From an optimization exercise on the open Yosys and OpenROAD flow, aimed at small area, a short achievable clock period and few clock cycles per item; shortcuts taken in it are not production practice. The RTL was checked by simulation tests, not by an equivalence proof against the original design. Power is estimated from default activity; no workload was simulated.

===== flow/run.sh =====
#!/bin/bash
# synth_recipe.tcl (not shown) runs the flow's synth.tcl, then flattens the netlist and writes it again
# the make line also repeats each setting of config.mk as NAME=value (left out here)
make -C /OpenROAD-flow-scripts/flow DESIGN_CONFIG=/design/flow/config.mk WORK_HOME=/design/flow/orfs CLKGATE_MAP_FILE= SYNTH_SCRIPT=/design/flow/synth_recipe.tcl finish

===== flow/config.mk =====
export PLATFORM = sky130hd
export DESIGN_NAME = ina3221_rcu
export DESIGN_NICKNAME = ina3221_rcu
export VERILOG_FILES = /design/flow/design.v
export SDC_FILE = /design/flow/constraint.sdc
export NUM_CORES = 4
export LEC_CHECK = 0
export CAP_MARGIN = 20
export CORE_MARGIN = 2
export CORE_UTILIZATION = 40
export PLACE_DENSITY = 0.6
export SLEW_MARGIN = 20

===== flow/constraint.sdc =====
create_clock -name core_clock -period 9.0 [get_ports {clk}]
set_input_delay 1.8000 -clock core_clock [delete_from_list [all_inputs] [get_ports {clk}]]
set_output_delay 1.8000 -clock core_clock [all_outputs]
set_load 0.01 [all_outputs]

===== flow/design.v =====
module ina3221_rcu #(
    parameter [6:0] DEV_ADDR = 7'h40
) (
    input  wire        clk,
    input  wire        rst,
    input  wire        cmd_valid,
    output wire        cmd_ready,
    input  wire [47:0] cmd,
    output wire        rsp_valid,
    input  wire        rsp_ready,
    output wire [79:0] rsp,
    output wire        tr_req_valid,
    output wire        tr_req_write,
    output wire [6:0]  tr_req_dev,
    output wire [7:0]  tr_req_reg,
    output wire [15:0] tr_req_wdata,
    input  wire        tr_ans_valid,
    input  wire        tr_ans_ok,
    input  wire [15:0] tr_ans_rdata,
    input  wire [7:0]  tr_ans_err,
    input  wire        pin_pv,
    input  wire        pin_crit,
    input  wire        pin_warn,
    input  wire        pin_tc,
    input  wire [15:0] shunt_r_mohm,
    output wire        inited_o,
    output wire [15:0] cfg_cache_o
);
    localparam [7:0] OP_RDW      = 8'h01, OP_WRW      = 8'h02,
                     OP_RAWBUS   = 8'h10, OP_RAWSHUNT = 8'h11,
                     OP_BUSV     = 8'h20, OP_SHUNTV   = 8'h21, OP_CURR    = 8'h22,
                     OP_GETCRIT  = 8'h23, OP_GETWARN  = 8'h24, OP_GETSUM  = 8'h25,
                     OP_GETSUMLIM= 8'h26, OP_GETPVU   = 8'h27, OP_GETPVL  = 8'h28,
                     OP_SETCRIT  = 8'h30, OP_SETWARN  = 8'h31, OP_SETSUMLIM = 8'h32,
                     OP_SETPVU   = 8'h33, OP_SETPVL   = 8'h34,
                     OP_INIT     = 8'h40, OP_INITW    = 8'h41, OP_GETCFG  = 8'h42,
                     OP_SETCFG   = 8'h43, OP_RESET    = 8'h44, OP_PWRDN   = 8'h45,
                     OP_DESCCFG  = 8'h46, OP_ENCCFG   = 8'h47,
                     OP_GETME    = 8'h50, OP_SETME    = 8'h51, OP_PVFLAG  = 8'h52,
                     OP_TCFLAG   = 8'h53, OP_CRITFLAG = 8'h54, OP_WARNFLAG= 8'h55,
                     OP_PINPV    = 8'h60, OP_PINCRIT  = 8'h61, OP_PINWARN = 8'h62,
                     OP_PINTC    = 8'h63;
    localparam [7:0] REG_CONFIG      = 8'h00, REG_SHUNT_BASE = 8'h01,
                     REG_BUS_BASE    = 8'h02, REG_CRIT_BASE  = 8'h07,
                     REG_WARN_BASE   = 8'h08, REG_SHUNT_SUM  = 8'h0D,
                     REG_SUM_LIMIT   = 8'h0E, REG_MASK_ENABLE= 8'h0F,
                     REG_PV_UPPER    = 8'h10, REG_PV_LOWER   = 8'h11;
    localparam [7:0] ST_OK = 8'h00, ST_CHANNEL = 8'h01, ST_TRANSPORT = 8'h02,
                     ST_ILLEGAL = 8'h03, ST_NOINIT = 8'h04;
    localparam [2:0] S_IDLE = 3'd0, S_DECODE = 3'd1, S_DIV_SET = 3'd2,
                     S_XFER = 3'd3, S_DIV_CURR = 3'd4, S_RESP = 3'd5;
    reg  [2:0]  state;
    reg  [47:0] cmd_q;
    reg  [7:0]  rsp_status;
    reg  [7:0]  rsp_info;
    reg  [63:0] rsp_data;
    reg         inited;
    reg  [15:0] cfg_cache;
    reg         req_write;
    reg  [7:0]  req_reg;
    reg  [15:0] req_wdata;
    wire [7:0]  op   = cmd_q[47:40];
    wire [7:0]  sel  = cmd_q[39:32];
    wire [31:0] arg  = cmd_q[31:0];
    wire [15:0] word = cmd_q[15:0];
    wire        ch_ok = (sel == 8'd1) || (sel == 8'd2) || (sel == 8'd3);
    wire [7:0]  ch_off = {sel[6:0], 1'b0} - 8'd2;    
    reg op_legal, op_needs_init, op_chan, op_local, op_setter, op_write;
    always @(*) begin
        op_legal      = 1'b1;
        op_needs_init = 1'b1;
        op_chan       = 1'b0;
        op_local      = 1'b0;    
        op_setter     = 1'b0;    
        op_write      = 1'b0;
        case (op)
            OP_RDW, OP_GETSUM, OP_GETSUMLIM, OP_GETPVU, OP_GETPVL,
            OP_GETCFG, OP_GETME, OP_PVFLAG, OP_TCFLAG: ;
            OP_RAWBUS, OP_RAWSHUNT, OP_BUSV, OP_SHUNTV, OP_CURR,
            OP_GETCRIT, OP_GETWARN, OP_CRITFLAG, OP_WARNFLAG:
                op_chan = 1'b1;
            OP_WRW, OP_SETCFG, OP_RESET, OP_PWRDN, OP_SETME:
                op_write = 1'b1;
            OP_SETCRIT, OP_SETWARN: begin
                op_chan = 1'b1; op_setter = 1'b1; op_write = 1'b1;
            end
            OP_SETSUMLIM, OP_SETPVU, OP_SETPVL: begin
                op_setter = 1'b1; op_write = 1'b1;
            end
            OP_INIT:  op_needs_init = 1'b0;
            OP_INITW: begin op_needs_init = 1'b0; op_write = 1'b1; end
            OP_DESCCFG, OP_ENCCFG, OP_PINPV, OP_PINCRIT, OP_PINWARN, OP_PINTC: begin
                op_needs_init = 1'b0; op_local = 1'b1;
            end
            default: op_legal = 1'b0;
        endcase
    end
    reg [7:0] op_reg;
    always @(*) begin
        case (op)
            OP_RDW, OP_WRW:                 op_reg = sel;
            OP_RAWBUS, OP_BUSV:             op_reg = REG_BUS_BASE + ch_off;
            OP_RAWSHUNT, OP_SHUNTV, OP_CURR:op_reg = REG_SHUNT_BASE + ch_off;
            OP_GETCRIT, OP_SETCRIT:         op_reg = REG_CRIT_BASE + ch_off;
            OP_GETWARN, OP_SETWARN:         op_reg = REG_WARN_BASE + ch_off;
            OP_GETSUM:                      op_reg = REG_SHUNT_SUM;
            OP_GETSUMLIM, OP_SETSUMLIM:     op_reg = REG_SUM_LIMIT;
            OP_GETPVU, OP_SETPVU:           op_reg = REG_PV_UPPER;
            OP_GETPVL, OP_SETPVL:           op_reg = REG_PV_LOWER;
            OP_GETME, OP_SETME, OP_PVFLAG, OP_TCFLAG,
            OP_CRITFLAG, OP_WARNFLAG:       op_reg = REG_MASK_ENABLE;
            default:                        op_reg = REG_CONFIG;
        endcase
    end
    reg [15:0] op_wword;
    always @(*) begin
        case (op)
            OP_RESET: op_wword = 16'h8000;
            OP_PWRDN: op_wword = 16'h0004;
            default:  op_wword = word;
        endcase
    end
    function [10:0] avg_lut(input [2:0] i);
        case (i)
            3'd0: avg_lut = 11'd1;    3'd1: avg_lut = 11'd4;
            3'd2: avg_lut = 11'd16;   3'd3: avg_lut = 11'd64;
            3'd4: avg_lut = 11'd128;  3'd5: avg_lut = 11'd256;
            3'd6: avg_lut = 11'd512;  default: avg_lut = 11'd1024;
        endcase
    endfunction
    function [13:0] ct_lut(input [2:0] i);
        case (i)
            3'd0: ct_lut = 14'd140;   3'd1: ct_lut = 14'd204;
            3'd2: ct_lut = 14'd332;   3'd3: ct_lut = 14'd588;
            3'd4: ct_lut = 14'd1100;  3'd5: ct_lut = 14'd2116;
            3'd6: ct_lut = 14'd4156;  default: ct_lut = 14'd8244;
        endcase
    endfunction
    wire [2:0] d_mode  = word[2:0];
    wire       m_shunt = d_mode[0];
    wire       m_bus   = d_mode[1];
    wire       m_pd    = ~(m_shunt | m_bus);
    wire       m_cont  = d_mode[2] & ~m_pd;
    wire [63:0] desc_data = {5'd0, m_pd, m_cont, m_bus, m_shunt,
                             ct_lut(word[5:3]), ct_lut(word[8:6]), avg_lut(word[11:9]),
                             word[2:0], word[5:3], word[8:6], word[11:9],
                             word[12], word[13], word[14], word[15]};
    wire [15:0] enc_word = {word[0], word[1], word[2], word[3], word[6:4],
                            word[9:7], word[12:10], word[15:13]};
    reg  [31:0] div_q;        
    reg  [16:0] div_r;        
    reg  [15:0] div_d;        
    reg  [5:0]  div_cnt;
    reg         div_neg;      
    wire [16:0] div_shift = {div_r[15:0], div_q[31]};
    wire [17:0] div_diff  = {1'b0, div_shift} - {2'b00, div_d};
    wire        div_ge    = ~div_diff[17];
    wire        set_neg  = arg[31];
    wire [31:0] set_mag  = set_neg ? (~arg + 32'd1) : arg;
    wire [15:0] set_div  = (op == OP_SETPVU || op == OP_SETPVL) ? 16'd8 : 16'd40;
    wire [31:0] quot_s   = div_neg ? (~div_q + 32'd1) : div_q;
    wire [15:0] set_word = (op == OP_SETSUMLIM) ? {quot_s[14:0], 1'b0}
                                                : {quot_s[12:0], 3'b000};
    wire [15:0] rd_log   = {tr_ans_rdata[7:0], tr_ans_rdata[15:8]};
    wire [31:0] rd_sext  = {{16{rd_log[15]}}, rd_log};
    wire [31:0] rd_x5    = (rd_sext << 2) + rd_sext;
    wire [15:0] rd_mag   = rd_log[15] ? (~rd_log + 16'd1) : rd_log;   
    wire [31:0] curr_dvd = {16'd0, rd_mag} * 32'd5000;
    reg rd_flag;
    always @(*) begin
        case (op)
            OP_PVFLAG:   rd_flag = rd_log[2];
            OP_TCFLAG:   rd_flag = rd_log[1];
            OP_CRITFLAG: rd_flag = (sel == 8'd1) ? rd_log[9] : (sel == 8'd2) ? rd_log[8] : rd_log[7];
            default:     rd_flag = (sel == 8'd1) ? rd_log[5] : (sel == 8'd2) ? rd_log[4] : rd_log[3];
        endcase
    end
    reg [63:0] rd_result;
    always @(*) begin
        case (op)
            OP_RAWBUS, OP_RAWSHUNT, OP_BUSV, OP_GETPVU, OP_GETPVL:
                rd_result = {{32{rd_sext[31]}}, rd_sext};
            OP_SHUNTV, OP_GETCRIT, OP_GETWARN, OP_GETSUM, OP_GETSUMLIM:
                rd_result = {{32{rd_x5[31]}}, rd_x5};
            OP_PVFLAG, OP_TCFLAG, OP_CRITFLAG, OP_WARNFLAG:
                rd_result = {63'd0, rd_flag};
            default:
                rd_result = {48'd0, rd_log};
        endcase
    end
    reg local_pin;
    always @(*) begin
        case (op)
            OP_PINPV:   local_pin = pin_pv;
            OP_PINCRIT: local_pin = pin_crit;
            OP_PINWARN: local_pin = pin_warn;
            default:    local_pin = pin_tc;
        endcase
    end
    always @(posedge clk) begin
        if (rst) begin
            state     <= S_IDLE;
            inited    <= 1'b0;
        end else begin
            case (state)
            S_IDLE:
                if (cmd_valid) begin
                    cmd_q <= cmd;
                    state <= S_DECODE;
                end
            S_DECODE: begin
                rsp_status <= ST_OK;
                rsp_info   <= 8'h00;
                rsp_data   <= 64'd0;
                req_write  <= op_write;
                req_reg    <= op_reg;
                req_wdata  <= {op_wword[7:0], op_wword[15:8]};
                if (!op_legal) begin
                    rsp_status <= ST_ILLEGAL;
                    rsp_info   <= op;
                    state      <= S_RESP;
                end else if (op_needs_init && !inited) begin
                    rsp_status <= ST_NOINIT;
                    state      <= S_RESP;
                end else if (op_chan && !ch_ok) begin
                    rsp_status <= ST_CHANNEL;
                    rsp_info   <= sel;
                    state      <= S_RESP;
                end else if (op_local) begin
                    case (op)
                        OP_DESCCFG: rsp_data <= desc_data;
                        OP_ENCCFG:  rsp_data <= {48'd0, enc_word};
                        default:    rsp_data <= {63'd0, local_pin};
                    endcase
                    state <= S_RESP;
                end else if (op_setter) begin
                    div_q   <= set_mag;
                    div_r   <= 17'd0;
                    div_d   <= set_div;
                    div_cnt <= 6'd32;
                    div_neg <= set_neg;
                    state   <= S_DIV_SET;
                end else begin
                    rsp_data <= {48'd0, op_wword};
                    state    <= S_XFER;
                end
            end
            S_DIV_SET, S_DIV_CURR: begin
                if (div_cnt != 6'd0) begin
                    div_r   <= div_ge ? div_diff[16:0] : div_shift;
                    div_q   <= {div_q[30:0], div_ge};
                    div_cnt <= div_cnt - 6'd1;
                end else if (state == S_DIV_SET) begin
                    req_wdata <= {set_word[7:0], set_word[15:8]};
                    rsp_data  <= {48'd0, set_word};
                    state     <= S_XFER;
                end else begin
                    rsp_data <= {{32{quot_s[31]}}, quot_s};
                    state    <= S_RESP;
                end
            end
            S_XFER:
                if (tr_ans_valid) begin
                    if (!tr_ans_ok) begin
                        rsp_status <= ST_TRANSPORT;
                        rsp_info   <= tr_ans_err;
                        rsp_data   <= 64'd0;
                        state      <= S_RESP;
                    end else begin
                        if (!req_write)
                            rsp_data <= rd_result;
                        case (op)
                            OP_INIT:  begin inited <= 1'b1; cfg_cache <= rd_log; end
                            OP_INITW: begin inited <= 1'b1; cfg_cache <= word;   end
                            OP_GETCFG: cfg_cache <= rd_log;
                            OP_SETCFG: cfg_cache <= word;
                            OP_RESET:  cfg_cache <= 16'h8000;
                            OP_PWRDN:  cfg_cache <= 16'h0004;
                            default: ;
                        endcase
                        if (op == OP_CURR) begin
                            div_q   <= curr_dvd;
                            div_r   <= 17'd0;
                            div_d   <= shunt_r_mohm;
                            div_cnt <= 6'd32;
                            div_neg <= rd_log[15];
                            state   <= S_DIV_CURR;
                        end else begin
                            state <= S_RESP;
                        end
                    end
                end
            S_RESP:
                if (rsp_ready)
                    state <= S_IDLE;
            default: state <= S_IDLE;
            endcase
        end
    end
    assign cmd_ready    = (state == S_IDLE);
    assign rsp_valid    = (state == S_RESP);
    assign rsp          = {rsp_status, rsp_info, rsp_data};
    assign tr_req_valid = (state == S_XFER);
    assign tr_req_write = req_write;
    assign tr_req_dev   = DEV_ADDR;
    assign tr_req_reg   = req_reg;
    assign tr_req_wdata = req_wdata;
    assign inited_o     = inited;
    assign cfg_cache_o  = cfg_cache;
endmodule

==> metrics.yaml <==
status: "no timing/DRC/antenna violations"
core-area_um2: 44100
reg_top3: "rsp_data (56), cmd_q (48), div_q (32)"
ys_async_sr_fraction_pct: 0
synth-xor-area-share_pct: 6.04
die_area_um2: 46300
drive_gt1_share_pct: 6.10
required_ns: 9.32
crit_chain: "clkdlybuf4s50_1, nor3_1, nand2b_1, nor3_1, nand2_1, or4_1, o21ai_0, xor2_1, fa_1, inv_1, ha_1, inv_1, fa_1, inv_1, ha_1, ha_1, ha_1, a21oi_1, nand2_1, a221oi_1, or2b_2, a21oi_1, nor4b_1, a211o_1"
place.gp.congestion: 0.950
clk_path_buf_depth: 3
irDropWorstVdd_mv: 0.203
setup_tns_ns: 0
worstRegToRegCells: 8
io_pins: 230
layout_commonest_cell: "edfxtp_1"
final_cell_mix: "edfxtp_1, clkdlybuf4s50_1, nand2_1, o21ai_0, inv_1"
overflow: 0
cts-resized-gates: 0
slowest_delay_ns: 0.58
grt_pass1_vias: 15200
grt_max_degree: 57
synthAdderAreaFrac_pct: 12.5
critPathKind: "in -> reg"
synth_top_cell_by_area: "edfxtp_1"
yosysTopAreaCellShare_pct: 38.2
drv_cap: 0
drtIter0Drc: 1614
yosys_warnings: 1
grt_usage_pct: 25.0
antenna_found_initial: 0
r2r_setup_slack_ns: 4.54
fin_util_pct: 48.7
yosys_register_bits: 237
synth_simple_gate_area_share_pct: 15.0
finalCritPeriodShare_pct: 89.8
ctsHtreeMaxLevel: 1
worst_pin_slew_ns: 1.17
crit_path_end_kind: "register"
min_path_cells: 1
synthCells: 1836
cts-hold-fix-buffers: 0
firstDrtPassIters: 6
io_buffers: 217
seq_area_frac_synth_pct: 39.4
synth_compound_area_share_pct: 18.8
fp.dieW_um: 215
synth_mux_area_share_pct: 2.38
final_nets: 2266
worstSetupStartpoint: "tr_ans_rdata[12]"
drc: 0
synthTopCellsByArea: "edfxtp_1, ha_1, fa_1, o21ai_0, nand2_1"
r2r_end: "rsp_data[22]"
drv_slew: 0
clock_sinks: 237
fin_skew_ns: 0.0196
cts_root_buf: "clkbuf_16"
fmax_mhz: 124
drt-total-wl_mm: 58.6
dp_cells: 2572
cp.arrival_ns: 8.40
syn_area_um2: 17800
wire_per_inst_um: 22.3
hold_viol_final: 0
setup_viol: 0
rows: 77
cts_tree: "built"
synth-edff-count: 227
fp.dieH_um: 215
clkLatencyLatePin_ns: 0.58
regMostFlops: "rsp_data"
start_util_pct: 40.4
vias: 15500
power_density_nw_per_um2: 260
r2r_start: "cmd_q[32]"
synth_top_family_by_area: "compound AO/OA/AOI/OAI gates"
hold_end: "req_write"
finalCriticalPeriod_ns: 8.08
largest_reg_flops: 56
cts.reportedPaths.clkPinSlew_ns: 0.06
cts_setup_buffers: 0
stdcell_count: 2627
p_leak_nw: 8.25
cts-buffers-inserted: 30
avgSynthCellArea_um2: 9.71
slowest_stage: "clkdlybuf4s50_1"
grt_setup_unrepaired: "no"
grt_pass1_wl_mm: 90.8
yosysUniqueCellTypes: 90
cp.buffers_inverters: 4
postRouteAntennaNets: 0
routed_via_density: 5.90
hp-class: "reg -> reg"
start_kind: "input pin"
relSlewSlack_pct: 21.7
synth_ff_type: "edfxtp_1"
critical-path-top-delay-family: "adder cells"
hpwl_mm: 44.2
cp_max_fo: 9
path_common_cell: "ha_1"
syn2layout_area_growth_pct: 20.6
through the flow:
stage	worst slack, ns	power [mW]	hold WS [ns]	area, µm²
3_5_place_dp	0.386	4.35	0.518	20500
5_1_grt	0.299	6.03	0.564	21500
3_3_place_gp	0.616	4.31	0.521	20500
4_1_cts	0.962	5.62	0.528	21500
2_1_floorplan	1.43	3.49	0.494	17900
6_report	0.921	5.60	0.524	21500
worst max-delay path by stage:
stage / endpoint / slack [ns] / cells past startpoint
finish: div_q[25] / 0.92 / 24
global route: div_q[25] / 0.30 / 24
CTS: div_q[25] / 0.96 / 24
detailed placement: div_q[25] / 0.39 / 24
global placement: div_q[25] / 0.62 / 24
floorplan: div_q[25] / 1.43 / 25
power by group:
| part | total (mW) | internal [mW] | switching, mW |
|---|---|---|---|
| logic | 2.66 | 1.11 | 1.56 |
| clock network | 1.25 | 0.743 | 0.503 |
| registers | 1.69 | 1.49 | 0.199 |
| total | 5.60 | 3.34 | 2.26 |
cell usage after synthesis, drive strengths merged (32+ instances only):
master  number
inv        129
xor2        62
buf         32
nand2      163
a21oi       83
o31ai       33
clkbuf      82
fa          36
nor3        42
nor2       125
o21ai      142
ha         120
a22oi       39
xnor2       61
edfxtp     227
cells by family after synthesis:
| kind of cell | Yosys count |
|---|---|
| multiplexers | 41 |
| buffers and inverters | 244 |
| AND/OR/NAND/NOR | 531 |
| AO/OA/AOI/OAI | 502 |
| adder cells (fa/ha/maj) | 156 |
| flip-flops | 237 |
| other | 2 |
| XOR/XNOR | 123 |
per-layer routing:
metal,GRT usage [%],vias up,routed length (µm)
met3,3.79,113,4730
li1,-,7104,-
met5,0,-,0
met1,35.2,7541,25700
met2,39.3,736,26100
met4,8.64,0,1960
cell type report:
class	instances	area [µm²]
clock buffer	34	787
inverter	129	484
antenna	1	2.50
multi-input combinational	1365	9840
timing repair buffer	249	2410
clock inverter	20	223
fill	4251	22600
sequential	237	7020
tap	592	741
worst register-to-register path: cells and delay by family, from the launching register on:
| family | cells | cell delay [ns] |
|---|---|---|
| simple gates | 4 | 1.92 |
| compound gates | 2 | 1.11 |
| flops | 1 | 0.57 |
| fa+ha+maj | 1 | 0.41 |
| buf+inv | 1 | 0.19 |
Testbench counts, summed over its fixed seeds: cycles 46,065, ops 3,200.

[port drivers added, routing unchanged]
Ports are ideal in the flow. The routed layout listed here was re-timed in OpenROAD. Step 1: set_driving_cell puts a clkbuf_16 on clk and a buf_2 on each other input, an assumption about the parent block. Step 2 adds t to the input delays and takes it off the output delays; t is the mean of the earliest and latest rising clock arrival at the registers after step 1. Input paths then give back, and output paths get back, about the clock's delay inside the block. a / b / c = ideal ports / drivers / drivers and shift; a / b = the first two.
shift t [ns]: 0.633
slack for setup (ns): 0.921 / 0.951 / 0.318
worst hold slack (ns): 0.524 / 0.524 / 0.524
After both steps setup and hold are still met in this run. The setup slack of this run moves by +0.030 ns with the drivers and by -0.603 ns with both steps.
